This design comes from an exercise in tuning for small area, a short achievable clock period and few clock cycles on the open sky130 flow, not from production work.
Function was checked by simulation only, so behaviour that the tests miss may differ from the original.
Power and IR drop assume default switching activity.

## scc_lnkdec
module scc_lnkdec (
    input  wire        clk,
    input  wire        rst,
    input  wire        start,
    input  wire        use_crc,
    input  wire [31:0] rxlen,
    input  wire [31:0] explen,
    output wire        ready,
    output wire        done,
    output wire [31:0] nvalid,
    output wire [31:0] ninvalid,
    output wire [31:0] reclen,
    input  wire        in_valid,
    output wire        in_ready,
    input  wire [31:0] in_data,
    output wire        out_valid,
    input  wire        out_ready,
    output wire [31:0] out_data,
    output wire        vm_valid,
    input  wire        vm_ready,
    output wire [31:0] vm_data
);
    function [3:0] ham_dec(input [6:0] c);
        reg [2:0] s;
        reg [3:0] f;
        begin
            s[2] = c[6] ^ c[5] ^ c[3] ^ c[2];    
            s[1] = c[6] ^ c[4] ^ c[3] ^ c[1];    
            s[0] = c[5] ^ c[4] ^ c[3] ^ c[0];    
            case (s)
                3'd6:    f = 4'b1000;            
                3'd5:    f = 4'b0100;            
                3'd3:    f = 4'b0010;            
                3'd7:    f = 4'b0001;            
                default: f = 4'b0000;            
            endcase
            ham_dec = c[6:3] ^ f;
        end
    endfunction
    function [2:0] crc_rem(input [15:0] v);
        integer i;
        reg [15:0] w;
        begin
            w = v;
            for (i = 15; i >= 3; i = i - 1)
                if (w[i])
                    w[i -: 4] = w[i -: 4] ^ 4'b1011;
            crc_rem = w[2:0];
        end
    endfunction
    reg         busy;
    reg         ready_r;
    reg         done_r;
    reg         mode_crc;
    reg  [26:0] whi;          
    reg  [4:0]  wtl;          
    reg         wtl_p;        
    reg         more;         
    reg         lastw;        
  ...
For scale: ~2600 cells after synthesis, roughly 270 I/O pins, about 23000 um^2 of cells after synthesis.
clock: 10.0 ns
lec_check: 0
cap_margin: 20
core_margin: 2
core_utilization: 60
place_density: 0.75
setup_slack_margin: 5
slew_margin: 20
standard.sh (not shown) runs the stock make flow with config.mk's settings and CLKGATE_MAP_FILE= SYNTH_SCRIPT=/design/flow/synth_recipe.tcl, a recipe that flattens the netlist after the stock synthesis.
==> flow/flow/run.sh <==
#!/bin/bash
# Standard layout with two changes: the port buffers are buf_2 cells, and
# timing repair aims at a larger setup margin.
bash standard.sh SETUP_SLACK_MARGIN=6 "BUFFER_PORTS_ARGS=-buffer_cell sky130_fd_sc_hd__buf_2" finish > standard.log 2>&1
Testbench counts at the start, summed over its fixed seeds: cycles 5,988.
Rerun with:
==> flow/flow/run.sh (replaced) <==
#!/bin/bash
# Standard layout with two changes: the port buffers are buf_2 cells, and
# timing repair aims at a larger setup margin.
bash standard.sh SETUP_SLACK_MARGIN=6.75 "BUFFER_PORTS_ARGS=-buffer_cell sky130_fd_sc_hd__buf_2" finish > standard.log 2>&1
CORE_UTILIZATION = 55   (was 60)
After rerunning:
- worst setup slack improved by 0.29 ns
- combinational power is higher by well over a third
- global-route usage is lower by 0.48 points
- power is higher by a few percent
- via count is higher by a few percent

* * *

Setup of JK:
scc_lnkdec again, from the RTL that the note above started with.
==> flow/config.mk <==
export PLATFORM = sky130hd
export DESIGN_NAME = scc_lnkdec
export DESIGN_NICKNAME = scc_lnkdec
export VERILOG_FILES = /design/flow/design.v
export SDC_FILE = /design/flow/constraint.sdc
export NUM_CORES = 4
export LEC_CHECK = 0
export CAP_MARGIN = 20
export CORE_MARGIN = 2
export CORE_UTILIZATION = 60
export PLACE_DENSITY = 0.75
export SETUP_SLACK_MARGIN = 5
export SLEW_MARGIN = 20
==> flow/constraint.sdc <==
create_clock -name core_clock -period 10.0 [get_ports {clk}]
set_input_delay 2.0000 -clock core_clock [delete_from_list [all_inputs] [get_ports {clk}]]
set_output_delay 2.0000 -clock core_clock [all_outputs]
set_load 0.01 [all_outputs]
==> flow/flow/run.sh <==
#!/bin/bash
# Standard layout with two changes: the port buffers are buf_2 cells, and
# timing repair aims at a larger setup margin.
bash standard.sh SETUP_SLACK_MARGIN=6.5 "BUFFER_PORTS_ARGS=-buffer_cell sky130_fd_sc_hd__buf_2" finish > standard.log 2>&1
JK ended with every stage complete and zero timing, DRC or antenna violations.
Testbench counts of JK, summed over its fixed seeds: cycles 5,988.
> inputs changed (JK -> MS)
- CORE_UTILIZATION now 55, was 60
Results
MS finished end to end and its layout was clean on timing, DRC and antenna. Cell row count (higher): MS. MS vs JK: number of instances resized during post-cts repair down by more than 10%. Higher amount of wire on met2 after detailed routing was reported by JK, not MS. Compared with JK, in MS width of the die increased 4.4%; hold slack comparable; highest ir drop seen on vdd increased 0.011 mV; cell count after placement shows an increase of 24. Compared with JK, in MS fmax neither gained nor lost much, core utilization dropped 6.9 points.
The inputs of AL differ from those of MS as listed below.
- a change of CORE_UTILIZATION from 55 to 60
==> flow/flow/run.sh <==
#!/bin/bash
# Standard layout with two changes: the port buffers are buf_1 cells, and
# timing repair aims at a larger setup margin.
bash standard.sh SETUP_SLACK_MARGIN=6.5 "BUFFER_PORTS_ARGS=-buffer_cell sky130_fd_sc_hd__buf_1" finish > standard.log 2>&1
--- outcome ---
Of MS and AL, the run reporting the higher share of cells above drive strength 1 was MS. AL vs. MS: wire length went up by 6.9%. The worst setup slack of AL was inferior to that of MS. Between MS and AL, the reported clock group power does not differ in any meaningful way. Power density over cell area: AL vs MS down 1.4 nW/um2. Between AL and MS, it is AL whose well-tap cell count is lower, by 21. Of the two values seen for launching instance or port of the critical path, vm_ready was produced by AL and out_ready by MS. [AL] combined global-route utilization of all metal layers rose 4.2 points relative to MS. Looking only at minimum setup slack after placement, and setting everything else aside, the higher value of MS and AL goes to MS. Summary of AL over MS: sequential share of layout area has decreased; final critical delay including setup and external delays grew by 140 ps.
## Diff of input files: TR against AL
==> flow/flow/run.sh <==
#!/bin/bash
# Standard layout, with timing repair aimed at a larger setup margin.
bash standard.sh SETUP_SLACK_MARGIN=6.5 finish > standard.log 2>&1
Notes after the runs:
Comparing TR and AL, the higher area added between synthesis and finish was measured on TR.
| post-layout worst setup margin | lower: AL |
Non-clock buffer count (TR / AL): 1.12
Against AL, TR comes in 16 lower on count of clock-net buffers in the final layout.
Input-level comparison between PW and TR:
- a change of PLACE_DENSITY from 0.75 to 0.65
==> flow/flow/run.sh <==
#!/bin/bash
# Standard layout with two changes: the port buffers are buf_2 cells, and
# timing repair aims at a larger setup margin.
bash standard.sh SETUP_SLACK_MARGIN=6.5 "BUFFER_PORTS_ARGS=-buffer_cell sky130_fd_sc_hd__buf_2" finish > standard.log 2>&1
### Flow results
- Compared with TR, PW shows a lower global-route track usage on met3.
- Timing, DRC, antenna: 0 failures across PW and TR
- TR → PW: critical path depth moved up, total routing usage reported by global routing moved down, first-pass GRT wire length moved down, total power moved down.

## separate check: timing with driven ports
How much do the figures lean on ideal ports? The routed layouts below were timed once more, with nothing changed but the port constraints. Step 1 assumes that a clkbuf_16 drives the clock port and a buf_2 every other input. Step 2 adds t to the input delays and takes it off the output delays; t is the mean of the earliest and latest rising clock arrival at the registers after step 1. Input paths then give back, and output paths get back, about the clock's delay inside the block. Three values: ideal, step 1, step 2; two values: the first two.
run | t (ns) | slack for setup (ns) | worst register clock-pin slew, ns
the first run of note 1 | 0.617 | 6.103 / 6.117 / 5.519 | 0.07 / 0.07
the second run of note 1 | 0.639 | 6.396 / 6.403 / 5.765 | 0.07 / 0.07
JK | 0.639 | 6.384 / 6.399 / 5.760 | 0.06 / 0.06
MS | 0.650 | 6.379 / 6.398 / 5.748 | 0.07 / 0.07
AL | 0.632 | 6.237 / 6.265 / 5.633 | 0.07 / 0.07
TR | 0.641 | 6.340 / 6.363 / 5.724 | 0.07 / 0.07
PW | 0.633 | 6.411 / 6.429 / 5.796 | 0.06 / 0.06
After both steps every run listed still meets setup and hold.
